From an optimization exercise on the open Yosys and OpenROAD flow, aimed at small area, a short achievable clock period and few clock cycles; shortcuts taken in it are not production practice.
At most, simulation tests tie the RTL to the original design; equivalence was not proved.
Power and IR drop assume default switching activity.

==> wip/garnet <==
## sctp_dec
module sctp_dec (
    input  wire        clk,
    input  wire        rst,
    input  wire        in_valid,
    output wire        in_ready,
    input  wire [63:0] in_data,
    input  wire        in_last,
    input  wire [3:0]  in_cnt,
    output reg         ev_valid,
    input  wire        ev_ready,
    output reg  [3:0]  ev_type,
    output reg  [1:0]  ev_refk,
    output reg  [31:0] ev_off,
    output reg  [63:0] ev_value,
    output reg  [31:0] ev_size,
    output reg         ev_fault,
    output reg  [2:0]  ev_cause
);
    localparam [1:0] REF_NULL  = 2'd0;
    localparam [1:0] REF_INBUF = 2'd1;
    localparam [1:0] REF_TEMP  = 2'd2;
    localparam [2:0] C_TRUNCATED = 3'd1;
    localparam [2:0] C_OVERFLOW  = 3'd2;
    localparam [2:0] C_UNKNOWN   = 3'd5;
    reg        e0v, e1v;         
    reg        e0l, e1l;         
    reg [7:0]  e0m, e1m;         
    reg [63:0] e0d, e1d;
    reg [23:0] pb;               
    reg        pl;               
    reg [2:0]  pm;               
    reg        skip;             
    reg        drain;            
    reg [7:0]  oh;               
    reg [2:0]  o;                
    reg [32:0] se;               
    reg [4:0]  sof;
    reg [3:0]  shl;              
    reg [28:0] bpos;             
    assign in_ready = !e1v;
    wire inacc = in_valid && !e1v;
    wire slot_free = !ev_valid || ev_ready;
    reg        e0w;              
    reg        e1w;              
    reg        ek;               
    reg [18:0] mw;               
    wire [151:0] win = {e1d, e0d, pb};
    wire [18:0] cb;              
    genvar gi;
    generate
        for (gi = 0; gi < 19; gi = gi + 1) begin : g_cb
            assign cb[gi] = win[8*gi+7];
        end
    endgenerate
    reg [7:0]  v_adv;            
    reg [7:0]  v_emit;           
  ...
Settings: LEC_CHECK=0, CAP_MARGIN=20, CORE_MARGIN=2, CORE_UTILIZATION=40, SETUP_SLACK_MARGIN=1, SLEW_MARGIN=20; clock period 6.0 ns.
run.sh (not shown) runs the stock make flow with config.mk's settings and CLKGATE_MAP_FILE= SYNTH_SCRIPT=/design/flow/synth_recipe.tcl, a recipe that flattens the netlist after the stock synthesis.
==> wip/juniper (differences from wip/garnet) <==
--- a/flow/design.v
+++ b/flow/design.v
@@ -3,24 +3,39 @@
     input  wire        rst,
     input  wire        in_valid,
     output wire        in_ready,
     input  wire [63:0] in_data,
     input  wire        in_last,
     input  wire [3:0]  in_cnt,
     output reg         ev_valid,
     input  wire        ev_ready,
-    output reg  [3:0]  ev_type,
-    output reg  [1:0]  ev_refk,
-    output reg  [31:0] ev_off,
-    output reg  [63:0] ev_value,
-    output reg  [31:0] ev_size,
+    output wire [3:0]  ev_type,
+    output wire [1:0]  ev_refk,
+    output wire [31:0] ev_off,
+    output wire [63:0] ev_value,
+    output wire [31:0] ev_size,
     output reg         ev_fault,
     output reg  [2:0]  ev_cause
 );
+    reg [3:0]  ev_ty;
+    reg [1:0]  ev_rk;
+    reg [31:0] ev_hp;            
+    reg [3:0]  ev_ad;            
+    reg        ev_oz;            
+    reg        ev_vq;            
+    reg [63:0] ev_v;             
+    reg [3:0]  ev_sz;            
+    reg        ev_z;             
+    wire [31:0] ev_q = ev_hp + {28'd0, ev_ad};
+    assign ev_type  = ev_z ? (ev_fault ? 4'd0 : 4'd15) : ev_ty;
+    assign ev_refk  = ev_z ? 2'd0 : ev_rk;
+    assign ev_off   = ev_oz ? 32'd0 : ev_q;
+    assign ev_value = ev_z ? 64'd0 : {ev_vq ? 32'd0 : ev_v[63:32], ev_vq ? ev_q : ev_v[31:0]};
+    assign ev_size  = ev_z ? 32'd0 : ev_vq ? ev_v[63:32] : {28'd0, ev_sz};
     localparam [1:0] REF_NULL  = 2'd0;
     localparam [1:0] REF_INBUF = 2'd1;
     localparam [1:0] REF_TEMP  = 2'd2;
     localparam [2:0] C_TRUNCATED = 3'd1;
     localparam [2:0] C_OVERFLOW  = 3'd2;
     localparam [2:0] C_UNKNOWN   = 3'd5;
     reg        e0v, e1v;         
     reg        e0l, e1l;         
@@ -30,17 +45,16 @@
     reg        pl;               
     reg [2:0]  pm;               
     reg        skip;             
     reg        drain;            
     reg [7:0]  oh;               
     reg [2:0]  o;                
     reg [32:0] se;               
     reg [4:0]  sof;
-    reg [3:0]  shl;              
     reg [28:0] bpos;             
     assign in_ready = !e1v;
     wire inacc = in_valid && !e1v;
     wire slot_free = !ev_valid || ev_ready;
     reg        e0w;              
     reg        e1w;              
     reg        ek;               
     reg [18:0] mw;               
@@ -101,17 +115,17 @@
                     pvn = i + 1 + k;
                 end
             case (pt)
                 4'd0, 4'd1:        begin pok = mw[i+1]; pn = i + 2; end
                 4'd2, 4'd3:        begin pok = mw[i+2]; pn = i + 3; end
                 4'd4, 4'd5, 4'd10: begin pok = mw[i+4]; pn = i + 5; end
                 4'd12:             begin pok = 1'b1;    pn = i + 1; end
                 4'd8, 4'd9:        begin pok = 1'b1;    pn = pvs;   end
-                4'd13:             begin pok = 1'b1;    pn = pvn;   end
+                4'd13:             begin pok = 1'b1;    pn = (pmt == 4'd15) ? pvs : pvn; end
                 default:           begin pok = mw[i+8]; pn = i + 9; end
             endcase
             v_emit[i] = phv && (c_short || (c_fix && pok) || (c_leb && pfound) || (c_vs && pvfit));
             v_adv[i]  = phv && (c_short || (c_fix && pok) || (c_leb && pfound) || (c_vs && (pvfit || !ek)));
             v_vlsk[i] = phv && c_vl && pfound;
             v_term[i] = (!phv && ek) ||
                         (phv && (c_14 || c_15 ||
                                  ((c_leb || c_vl) && !pfound && (povf || ek)) ||
@@ -193,51 +207,43 @@
     end
     wire [28:0] bm1 = bpos - 29'd1;
     wire [28:0] bp1 = bpos + 29'd1;
     wire [27:0] bh1 = bpos[28:1] + 28'd1;
     wire [28:0] bp2 = {bh1, bpos[0]};
     wire [31:0] hpos = {(o < 3'd3) ? bm1 : bpos, o - 3'd3};
     wire [31:0] qpos = {(o < 3'd2) ? bm1 : bpos, o - 3'd2};
     wire        vl_huge = |lval[63:32];
-    reg [3:0]  r_type;
     reg [1:0]  r_refk;
-    reg [31:0] r_off;
     reg [63:0] r_value;
     reg [31:0] r_size;
+    reg [3:0]  r_ad;
+    reg        r_oz, r_vq;
     always @(*) begin
-        r_type = t; r_refk = REF_INBUF; r_off = qpos; r_value = fval; r_size = {28'd0, fw};
-        if (term) begin
-            r_type = (cause == 3'd0) ? 4'd15 : 4'd0; r_refk = REF_NULL;
-            r_off = (cause == 3'd0) ? 32'd0 : hpos;
-            r_value = 64'd0; r_size = 32'd0;
-        end else begin
-            case (t)
-                4'd12: begin
-                    r_off = hpos; r_value = {60'd0, m}; r_size = 32'd1;
-                end
-                4'd8, 4'd9: begin
-                    r_refk = REF_TEMP; r_off = 32'd0; r_value = lval; r_size = 32'd8;
-                end
-                4'd13: begin
-                    if (!emit) r_off = hpos;
-                    r_value = {32'd0, qpos};
-                    r_size = vl ? lval[31:0] : {28'd0, m};
-                end
-                default: ;
-            endcase
-        end
+        r_refk = REF_INBUF; r_value = fval; r_size = {28'd0, fw}; r_ad = 4'd1; r_oz = 1'b0; r_vq = 1'b0;
+        case (t)
+            4'd12: begin
+                r_value = {60'd0, m}; r_size = 32'd1; r_ad = 4'd0;
+            end
+            4'd8, 4'd9: begin
+                r_refk = REF_TEMP; r_value = lval; r_size = 32'd8; r_oz = 1'b1;
+            end
+            4'd13: begin
+                r_value = {vl ? lval[31:0] : {28'd0, m}, 32'd0}; r_vq = 1'b1;
+                r_ad = vl ? nb + 4'd1 : 4'd1;
+            end
+            default: ;
+        endcase
     end
     wire        s_small = (se[32:5] == 28'd0);
     wire [5:0]  s_es    = {1'b0, se[4:0]} + {1'b0, sof};
     wire [20:0] mw1     = {1'b0, mw, 1'b1};
     wire        s_fit   = s_small && (s_es < 6'd20) && mw1[s_es[4:0]];
     wire        s_ge8   = !s_small || (s_es[5:3] != 3'd0);
     wire        s_ge16  = !s_small || (s_es[5:4] != 2'd0);
-    wire [31:0] s_q     = ev_off + {28'd0, shl};
     wire [29:0] se_dec  = se[32:3] - 30'd1;
     wire [5:0]  s_es_m8 = s_es - 6'd8;
     wire hdr   = !skip && !drain;
     wire hstep = hdr && slot_free;
     wire t_nb  = pl || (e0v && e0l) || (e0v && e1v && e1l);
     wire t_p2  = !pl && e0v && e1v && !e0l;
     wire t_p1  = !pl && e0v && (e0l || !e1v);
     wire h_p2  = e1w && a_p2;
@@ -257,18 +263,18 @@
                 sk_fault = 1'b1;
                 newbuf = 1'b1;
                 pop1 = !pl && e0l;
                 pop2 = !pl && !e0l;
             end else begin
                 pop1 = s_ge8 && e0w;
             end
         end else if (slot_free) begin
-            pop2   = (adv && h_p2) || (term && t_p2);
-            pop1   = (adv && h_p1) || (term && t_p1);
+            pop2   = ((adv || vlsk) && h_p2) || (term && t_p2);
+            pop1   = ((adv || vlsk) && h_p1) || (term && t_p1);
             newbuf = term && t_nb;
         end
     end
     wire [7:0] imask = in_last ? therm8(in_cnt) : 8'hff;
     function [7:0] therm8(input [3:0] c);
         integer j;
         for (j = 0; j < 8; j = j + 1)
             therm8[j] = (j < c);
@@ -327,17 +333,16 @@
             e0m <= 8'd0; e1m <= 8'd0;
             pl <= 1'b0; pm <= 3'b111;
             e0w <= 1'b0; e1w <= 1'b0; ek <= 1'b0; mw <= 19'b111;
             skip <= 1'b0; drain <= 1'b0;
             oh <= 8'b0000_1000;
             o <= 3'd3;
             se <= 33'd0;
             sof <= 5'd0;
-            shl <= 4'd0;
             bpos <= 29'd0;
             ev_valid <= 1'b0;
         end else begin
             e0v <= n_e0v; e1v <= n_e1v; e0l <= n_e0l; e1l <= n_e1l;
             e0m <= n_e0m; e1m <= n_e1m; pl <= n_pl; pm <= n_pm;
             e0w <= n_e0w; e1w <= n_e1w; ek <= n_ek; mw <= n_mw;
             if (newbuf)
                 bpos <= 29'd0;
@@ -368,44 +373,44 @@
                            ohn[7] | ohn[5] | ohn[3] | ohn[1]};
                 end
                 if (adv && !emit) begin          
                     skip <= 1'b1;
                     se   <= {28'd0, vs_hi, ohn[7] | ohn[6] | ohn[5] | ohn[4],
                              ohn[7] | ohn[6] | ohn[3] | ohn[2],
                              ohn[7] | ohn[5] | ohn[3] | ohn[1]};
                     sof  <= 5'd0;
-                    shl  <= 4'd1;
                 end
                 if (vlsk) begin                  
                     skip <= 1'b1;
                     se   <= vl_huge ? {33{1'b1}} : {1'b0, lval[31:0]};
-                    sof  <= {2'b00, o} + {1'b0, nb} + 5'd1;
-                    shl  <= nb + 4'd1;
+                    sof  <= {vs_hi, ohn[7] | ohn[6] | ohn[5] | ohn[4],
+                             ohn[7] | ohn[6] | ohn[3] | ohn[2],
+                             ohn[7] | ohn[5] | ohn[3] | ohn[1]};
                 end
             end
             if (ev_valid && ev_ready)
                 ev_valid <= 1'b0;
             if (hstep) begin
                 ev_valid <= emit || term;
-                ev_type  <= r_type;
-                ev_refk  <= r_refk;
-                ev_off   <= r_off;
-                ev_value <= r_value;
-                ev_size  <= r_size;
+                ev_ty    <= t;
+                ev_rk    <= r_refk;
+                ev_hp    <= hpos;
+                ev_ad    <= term ? 4'd0 : r_ad;
+                ev_oz    <= term ? (cause == 3'd0) : r_oz;
+                ev_vq    <= r_vq;
+                ev_v     <= r_value;
+                ev_sz    <= r_size[3:0];
+                ev_z     <= term;
                 ev_fault <= term && (cause != 3'd0);
                 ev_cause <= term ? cause : 3'd0;
             end else if (sk_emit) begin
                 ev_valid <= 1'b1;
-                ev_off   <= s_q;
-                ev_value <= {32'd0, s_q};
             end else if (sk_fault) begin
                 ev_valid <= 1'b1;
-                ev_type  <= 4'd0;
-                ev_refk  <= REF_NULL;
-                ev_value <= 64'd0;
-                ev_size  <= 32'd0;
+                ev_ad    <= 4'd0;
+                ev_z     <= 1'b1;
                 ev_fault <= 1'b1;
                 ev_cause <= C_TRUNCATED;
             end
         end
     end
 endmodule
==> flow/config.mk (replaced) <==
export PLATFORM = sky130hd
export DESIGN_NAME = sctp_dec
export DESIGN_NICKNAME = sctp_dec
export VERILOG_FILES = /design/flow/design.v
export SDC_FILE = /design/flow/constraint.sdc
export NUM_CORES = 4
export LEC_CHECK = 0
export CAP_MARGIN = 20
export CORE_MARGIN = 2
export CORE_UTILIZATION = 40
export SETUP_SLACK_MARGIN = 1.25
export SLEW_MARGIN = 20
==> wip/onyx (differences from wip/garnet) <==
--- a/flow/design.v
+++ b/flow/design.v
@@ -3,24 +3,39 @@
     input  wire        rst,
     input  wire        in_valid,
     output wire        in_ready,
     input  wire [63:0] in_data,
     input  wire        in_last,
     input  wire [3:0]  in_cnt,
     output reg         ev_valid,
     input  wire        ev_ready,
-    output reg  [3:0]  ev_type,
-    output reg  [1:0]  ev_refk,
-    output reg  [31:0] ev_off,
-    output reg  [63:0] ev_value,
-    output reg  [31:0] ev_size,
+    output wire [3:0]  ev_type,
+    output wire [1:0]  ev_refk,
+    output wire [31:0] ev_off,
+    output wire [63:0] ev_value,
+    output wire [31:0] ev_size,
     output reg         ev_fault,
     output reg  [2:0]  ev_cause
 );
+    reg [3:0]  ev_ty;
+    reg [1:0]  ev_rk;
+    reg [31:0] ev_hp;            
+    reg [3:0]  ev_ad;            
+    reg        ev_oz;            
+    reg        ev_vq;            
+    reg [63:0] ev_v;
+    reg [31:0] ev_sz;
+    reg        ev_z;             
+    wire [31:0] ev_q = ev_hp + {28'd0, ev_ad};
+    assign ev_type  = ev_z ? (ev_fault ? 4'd0 : 4'd15) : ev_ty;
+    assign ev_refk  = ev_z ? 2'd0 : ev_rk;
+    assign ev_off   = ev_oz ? 32'd0 : ev_q;
+    assign ev_value = ev_z ? 64'd0 : {ev_v[63:32], ev_vq ? ev_q : ev_v[31:0]};
+    assign ev_size  = ev_z ? 32'd0 : ev_sz;
     localparam [1:0] REF_NULL  = 2'd0;
     localparam [1:0] REF_INBUF = 2'd1;
     localparam [1:0] REF_TEMP  = 2'd2;
     localparam [2:0] C_TRUNCATED = 3'd1;
     localparam [2:0] C_OVERFLOW  = 3'd2;
     localparam [2:0] C_UNKNOWN   = 3'd5;
     reg        e0v, e1v;         
     reg        e0l, e1l;         
@@ -30,17 +45,16 @@
     reg        pl;               
     reg [2:0]  pm;               
     reg        skip;             
     reg        drain;            
     reg [7:0]  oh;               
     reg [2:0]  o;                
     reg [32:0] se;               
     reg [4:0]  sof;
-    reg [3:0]  shl;              
     reg [28:0] bpos;             
     assign in_ready = !e1v;
     wire inacc = in_valid && !e1v;
     wire slot_free = !ev_valid || ev_ready;
     reg        e0w;              
     reg        e1w;              
     reg        ek;               
     reg [18:0] mw;               
@@ -101,17 +115,17 @@
                     pvn = i + 1 + k;
                 end
             case (pt)
                 4'd0, 4'd1:        begin pok = mw[i+1]; pn = i + 2; end
                 4'd2, 4'd3:        begin pok = mw[i+2]; pn = i + 3; end
                 4'd4, 4'd5, 4'd10: begin pok = mw[i+4]; pn = i + 5; end
                 4'd12:             begin pok = 1'b1;    pn = i + 1; end
                 4'd8, 4'd9:        begin pok = 1'b1;    pn = pvs;   end
-                4'd13:             begin pok = 1'b1;    pn = pvn;   end
+                4'd13:             begin pok = 1'b1;    pn = (pmt == 4'd15) ? pvs : pvn; end
                 default:           begin pok = mw[i+8]; pn = i + 9; end
             endcase
             v_emit[i] = phv && (c_short || (c_fix && pok) || (c_leb && pfound) || (c_vs && pvfit));
             v_adv[i]  = phv && (c_short || (c_fix && pok) || (c_leb && pfound) || (c_vs && (pvfit || !ek)));
             v_vlsk[i] = phv && c_vl && pfound;
             v_term[i] = (!phv && ek) ||
                         (phv && (c_14 || c_15 ||
                                  ((c_leb || c_vl) && !pfound && (povf || ek)) ||
@@ -193,51 +207,44 @@
     end
     wire [28:0] bm1 = bpos - 29'd1;
     wire [28:0] bp1 = bpos + 29'd1;
     wire [27:0] bh1 = bpos[28:1] + 28'd1;
     wire [28:0] bp2 = {bh1, bpos[0]};
     wire [31:0] hpos = {(o < 3'd3) ? bm1 : bpos, o - 3'd3};
     wire [31:0] qpos = {(o < 3'd2) ? bm1 : bpos, o - 3'd2};
     wire        vl_huge = |lval[63:32];
-    reg [3:0]  r_type;
     reg [1:0]  r_refk;
-    reg [31:0] r_off;
     reg [63:0] r_value;
     reg [31:0] r_size;
+    reg [3:0]  r_ad;
+    reg        r_oz, r_vq;
     always @(*) begin
-        r_type = t; r_refk = REF_INBUF; r_off = qpos; r_value = fval; r_size = {28'd0, fw};
-        if (term) begin
-            r_type = (cause == 3'd0) ? 4'd15 : 4'd0; r_refk = REF_NULL;
-            r_off = (cause == 3'd0) ? 32'd0 : hpos;
-            r_value = 64'd0; r_size = 32'd0;
-        end else begin
-            case (t)
-                4'd12: begin
-                    r_off = hpos; r_value = {60'd0, m}; r_size = 32'd1;
-                end
-                4'd8, 4'd9: begin
-                    r_refk = REF_TEMP; r_off = 32'd0; r_value = lval; r_size = 32'd8;
-                end
-                4'd13: begin
-                    if (!emit) r_off = hpos;
-                    r_value = {32'd0, qpos};
-                    r_size = vl ? lval[31:0] : {28'd0, m};
-                end
-                default: ;
-            endcase
-        end
+        r_refk = REF_INBUF; r_value = fval; r_size = {28'd0, fw}; r_ad = 4'd1; r_oz = 1'b0; r_vq = 1'b0;
+        case (t)
+            4'd12: begin
+                r_value = {60'd0, m}; r_size = 32'd1; r_ad = 4'd0;
+            end
+            4'd8, 4'd9: begin
+                r_refk = REF_TEMP; r_value = lval; r_size = 32'd8; r_oz = 1'b1;
+            end
+            4'd13: begin
+                r_value = 64'd0; r_vq = 1'b1;
+                r_size = vl ? lval[31:0] : {28'd0, m};
+                r_ad = vl ? nb + 4'd1 : 4'd1;
+            end
+            default: ;
+        endcase
     end
     wire        s_small = (se[32:5] == 28'd0);
     wire [5:0]  s_es    = {1'b0, se[4:0]} + {1'b0, sof};
     wire [20:0] mw1     = {1'b0, mw, 1'b1};
     wire        s_fit   = s_small && (s_es < 6'd20) && mw1[s_es[4:0]];
     wire        s_ge8   = !s_small || (s_es[5:3] != 3'd0);
     wire        s_ge16  = !s_small || (s_es[5:4] != 2'd0);
-    wire [31:0] s_q     = ev_off + {28'd0, shl};
     wire [29:0] se_dec  = se[32:3] - 30'd1;
     wire [5:0]  s_es_m8 = s_es - 6'd8;
     wire hdr   = !skip && !drain;
     wire hstep = hdr && slot_free;
     wire t_nb  = pl || (e0v && e0l) || (e0v && e1v && e1l);
     wire t_p2  = !pl && e0v && e1v && !e0l;
     wire t_p1  = !pl && e0v && (e0l || !e1v);
     wire h_p2  = e1w && a_p2;
@@ -257,18 +264,18 @@
                 sk_fault = 1'b1;
                 newbuf = 1'b1;
                 pop1 = !pl && e0l;
                 pop2 = !pl && !e0l;
             end else begin
                 pop1 = s_ge8 && e0w;
             end
         end else if (slot_free) begin
-            pop2   = (adv && h_p2) || (term && t_p2);
-            pop1   = (adv && h_p1) || (term && t_p1);
+            pop2   = ((adv || vlsk) && h_p2) || (term && t_p2);
+            pop1   = ((adv || vlsk) && h_p1) || (term && t_p1);
             newbuf = term && t_nb;
         end
     end
     wire [7:0] imask = in_last ? therm8(in_cnt) : 8'hff;
     function [7:0] therm8(input [3:0] c);
         integer j;
         for (j = 0; j < 8; j = j + 1)
             therm8[j] = (j < c);
@@ -327,17 +334,16 @@
             e0m <= 8'd0; e1m <= 8'd0;
             pl <= 1'b0; pm <= 3'b111;
             e0w <= 1'b0; e1w <= 1'b0; ek <= 1'b0; mw <= 19'b111;
             skip <= 1'b0; drain <= 1'b0;
             oh <= 8'b0000_1000;
             o <= 3'd3;
             se <= 33'd0;
             sof <= 5'd0;
-            shl <= 4'd0;
             bpos <= 29'd0;
             ev_valid <= 1'b0;
         end else begin
             e0v <= n_e0v; e1v <= n_e1v; e0l <= n_e0l; e1l <= n_e1l;
             e0m <= n_e0m; e1m <= n_e1m; pl <= n_pl; pm <= n_pm;
             e0w <= n_e0w; e1w <= n_e1w; ek <= n_ek; mw <= n_mw;
             if (newbuf)
                 bpos <= 29'd0;
@@ -368,44 +374,44 @@
                            ohn[7] | ohn[5] | ohn[3] | ohn[1]};
                 end
                 if (adv && !emit) begin          
                     skip <= 1'b1;
                     se   <= {28'd0, vs_hi, ohn[7] | ohn[6] | ohn[5] | ohn[4],
                              ohn[7] | ohn[6] | ohn[3] | ohn[2],
                              ohn[7] | ohn[5] | ohn[3] | ohn[1]};
                     sof  <= 5'd0;
-                    shl  <= 4'd1;
                 end
                 if (vlsk) begin                  
                     skip <= 1'b1;
                     se   <= vl_huge ? {33{1'b1}} : {1'b0, lval[31:0]};
-                    sof  <= {2'b00, o} + {1'b0, nb} + 5'd1;
-                    shl  <= nb + 4'd1;
+                    sof  <= {vs_hi, ohn[7] | ohn[6] | ohn[5] | ohn[4],
+                             ohn[7] | ohn[6] | ohn[3] | ohn[2],
+                             ohn[7] | ohn[5] | ohn[3] | ohn[1]};
                 end
             end
             if (ev_valid && ev_ready)
                 ev_valid <= 1'b0;
             if (hstep) begin
                 ev_valid <= emit || term;
-                ev_type  <= r_type;
-                ev_refk  <= r_refk;
-                ev_off   <= r_off;
-                ev_value <= r_value;
-                ev_size  <= r_size;
+                ev_ty    <= t;
+                ev_rk    <= r_refk;
+                ev_hp    <= hpos;
+                ev_ad    <= term ? 4'd0 : r_ad;
+                ev_oz    <= term ? (cause == 3'd0) : r_oz;
+                ev_vq    <= r_vq;
+                ev_v     <= r_value;
+                ev_sz    <= r_size;
+                ev_z     <= term;
                 ev_fault <= term && (cause != 3'd0);
                 ev_cause <= term ? cause : 3'd0;
             end else if (sk_emit) begin
                 ev_valid <= 1'b1;
-                ev_off   <= s_q;
-                ev_value <= {32'd0, s_q};
             end else if (sk_fault) begin
                 ev_valid <= 1'b1;
-                ev_type  <= 4'd0;
-                ev_refk  <= REF_NULL;
-                ev_value <= 64'd0;
-                ev_size  <= 32'd0;
+                ev_ad    <= 4'd0;
+                ev_z     <= 1'b1;
                 ev_fault <= 1'b1;
                 ev_cause <= C_TRUNCATED;
             end
         end
     end
 endmodule
==> flow/config.mk (replaced) <==
export PLATFORM = sky130hd
export DESIGN_NAME = sctp_dec
export DESIGN_NICKNAME = sctp_dec
export VERILOG_FILES = /design/flow/design.v
export SDC_FILE = /design/flow/constraint.sdc
export NUM_CORES = 4
export LEC_CHECK = 0
export CAP_MARGIN = 20
export CORE_MARGIN = 2
export CORE_UTILIZATION = 40
export SETUP_SLACK_MARGIN = 2
export SLEW_MARGIN = 20
==> wip/xenon (differences from wip/garnet) <==
--- a/flow/design.v
+++ b/flow/design.v
@@ -101,17 +101,17 @@
                     pvn = i + 1 + k;
                 end
             case (pt)
                 4'd0, 4'd1:        begin pok = mw[i+1]; pn = i + 2; end
                 4'd2, 4'd3:        begin pok = mw[i+2]; pn = i + 3; end
                 4'd4, 4'd5, 4'd10: begin pok = mw[i+4]; pn = i + 5; end
                 4'd12:             begin pok = 1'b1;    pn = i + 1; end
                 4'd8, 4'd9:        begin pok = 1'b1;    pn = pvs;   end
-                4'd13:             begin pok = 1'b1;    pn = pvn;   end
+                4'd13:             begin pok = 1'b1;    pn = (pmt == 4'd15) ? pvs : pvn; end
                 default:           begin pok = mw[i+8]; pn = i + 9; end
             endcase
             v_emit[i] = phv && (c_short || (c_fix && pok) || (c_leb && pfound) || (c_vs && pvfit));
             v_adv[i]  = phv && (c_short || (c_fix && pok) || (c_leb && pfound) || (c_vs && (pvfit || !ek)));
             v_vlsk[i] = phv && c_vl && pfound;
             v_term[i] = (!phv && ek) ||
                         (phv && (c_14 || c_15 ||
                                  ((c_leb || c_vl) && !pfound && (povf || ek)) ||
@@ -257,18 +257,18 @@
                 sk_fault = 1'b1;
                 newbuf = 1'b1;
                 pop1 = !pl && e0l;
                 pop2 = !pl && !e0l;
             end else begin
                 pop1 = s_ge8 && e0w;
             end
         end else if (slot_free) begin
-            pop2   = (adv && h_p2) || (term && t_p2);
-            pop1   = (adv && h_p1) || (term && t_p1);
+            pop2   = ((adv || vlsk) && h_p2) || (term && t_p2);
+            pop1   = ((adv || vlsk) && h_p1) || (term && t_p1);
             newbuf = term && t_nb;
         end
     end
     wire [7:0] imask = in_last ? therm8(in_cnt) : 8'hff;
     function [7:0] therm8(input [3:0] c);
         integer j;
         for (j = 0; j < 8; j = j + 1)
             therm8[j] = (j < c);
@@ -373,17 +373,19 @@
                              ohn[7] | ohn[6] | ohn[3] | ohn[2],
                              ohn[7] | ohn[5] | ohn[3] | ohn[1]};
                     sof  <= 5'd0;
                     shl  <= 4'd1;
                 end
                 if (vlsk) begin                  
                     skip <= 1'b1;
                     se   <= vl_huge ? {33{1'b1}} : {1'b0, lval[31:0]};
-                    sof  <= {2'b00, o} + {1'b0, nb} + 5'd1;
+                    sof  <= {vs_hi, ohn[7] | ohn[6] | ohn[5] | ohn[4],
+                             ohn[7] | ohn[6] | ohn[3] | ohn[2],
+                             ohn[7] | ohn[5] | ohn[3] | ohn[1]};
                     shl  <= nb + 4'd1;
                 end
             end
             if (ev_valid && ev_ready)
                 ev_valid <= 1'b0;
             if (hstep) begin
                 ev_valid <= emit || term;
                 ev_type  <= r_type;
==> flow/config.mk (replaced) <==
export PLATFORM = sky130hd
export DESIGN_NAME = sctp_dec
export DESIGN_NICKNAME = sctp_dec
export VERILOG_FILES = /design/flow/design.v
export SDC_FILE = /design/flow/constraint.sdc
export NUM_CORES = 4
export LEC_CHECK = 0
export CAP_MARGIN = 20
export CORE_MARGIN = 2
export CORE_UTILIZATION = 65
export SETUP_SLACK_MARGIN = 2
export SLEW_MARGIN = 20
==> notes <==
wip/xenon did not get past global routing (5_1_grt) with GRT-0116. wip/garnet completed with no timing, DRC or antenna violations. wip/onyx passed the timing, DRC and antenna checks. wip/juniper finished clean. Between wip/juniper and wip/onyx, the lower total power is in wip/juniper (gap 21%, measured against wip/onyx). Utilization, lowest first: wip/garnet, wip/juniper, wip/onyx. Against wip/juniper, the wire length of wip/onyx is larger by 12%. The lowest combinational power belongs to wip/juniper, the highest to wip/garnet. Via count, lowest first: wip/juniper, wip/onyx, wip/garnet. Clock skew: wip/garnet < wip/juniper < wip/onyx. The lowest first-iteration DRC count belongs to wip/juniper, the highest to wip/garnet. Sequential share of layout area is about the same in wip/garnet and wip/juniper.
Testbench counts of wip/juniper, summed over its fixed seeds: cycles 17,586.
Testbench counts of wip/onyx, summed over its fixed seeds: cycles 17,586.
Only the layout flow was run in wip/garnet and wip/xenon; the RTL was not checked for function there.

==> port drivers added, routing unchanged <==
No port has a modelled driver above. Below, the same layouts with a new extraction and two added sets of constraints. Step 1 assumes that a clkbuf_16 drives the clock port and a buf_2 every other input. Step 2 adds t to the input delays and takes it off the output delays; t is the mean of the earliest and latest rising clock arrival at the registers after step 1. Input paths then give back, and output paths get back, about the clock's delay inside the block. Three values: ideal ports, drivers, drivers and shift; two values: the first two.
| run | t (ns) | slack for setup (ns) | worst register clock-pin slew, ns |
|---|---|---|---|
| wip/garnet | 0.701 | 0.984 / 0.984 / 0.984 | 0.07 / 0.07 |
| wip/juniper | 0.651 | 1.269 / 1.269 / 1.269 | 0.07 / 0.07 |
| wip/onyx | 0.684 | 1.639 / 1.572 / 1.690 | 0.08 / 0.08 |
After both steps every run listed still meets setup and hold.
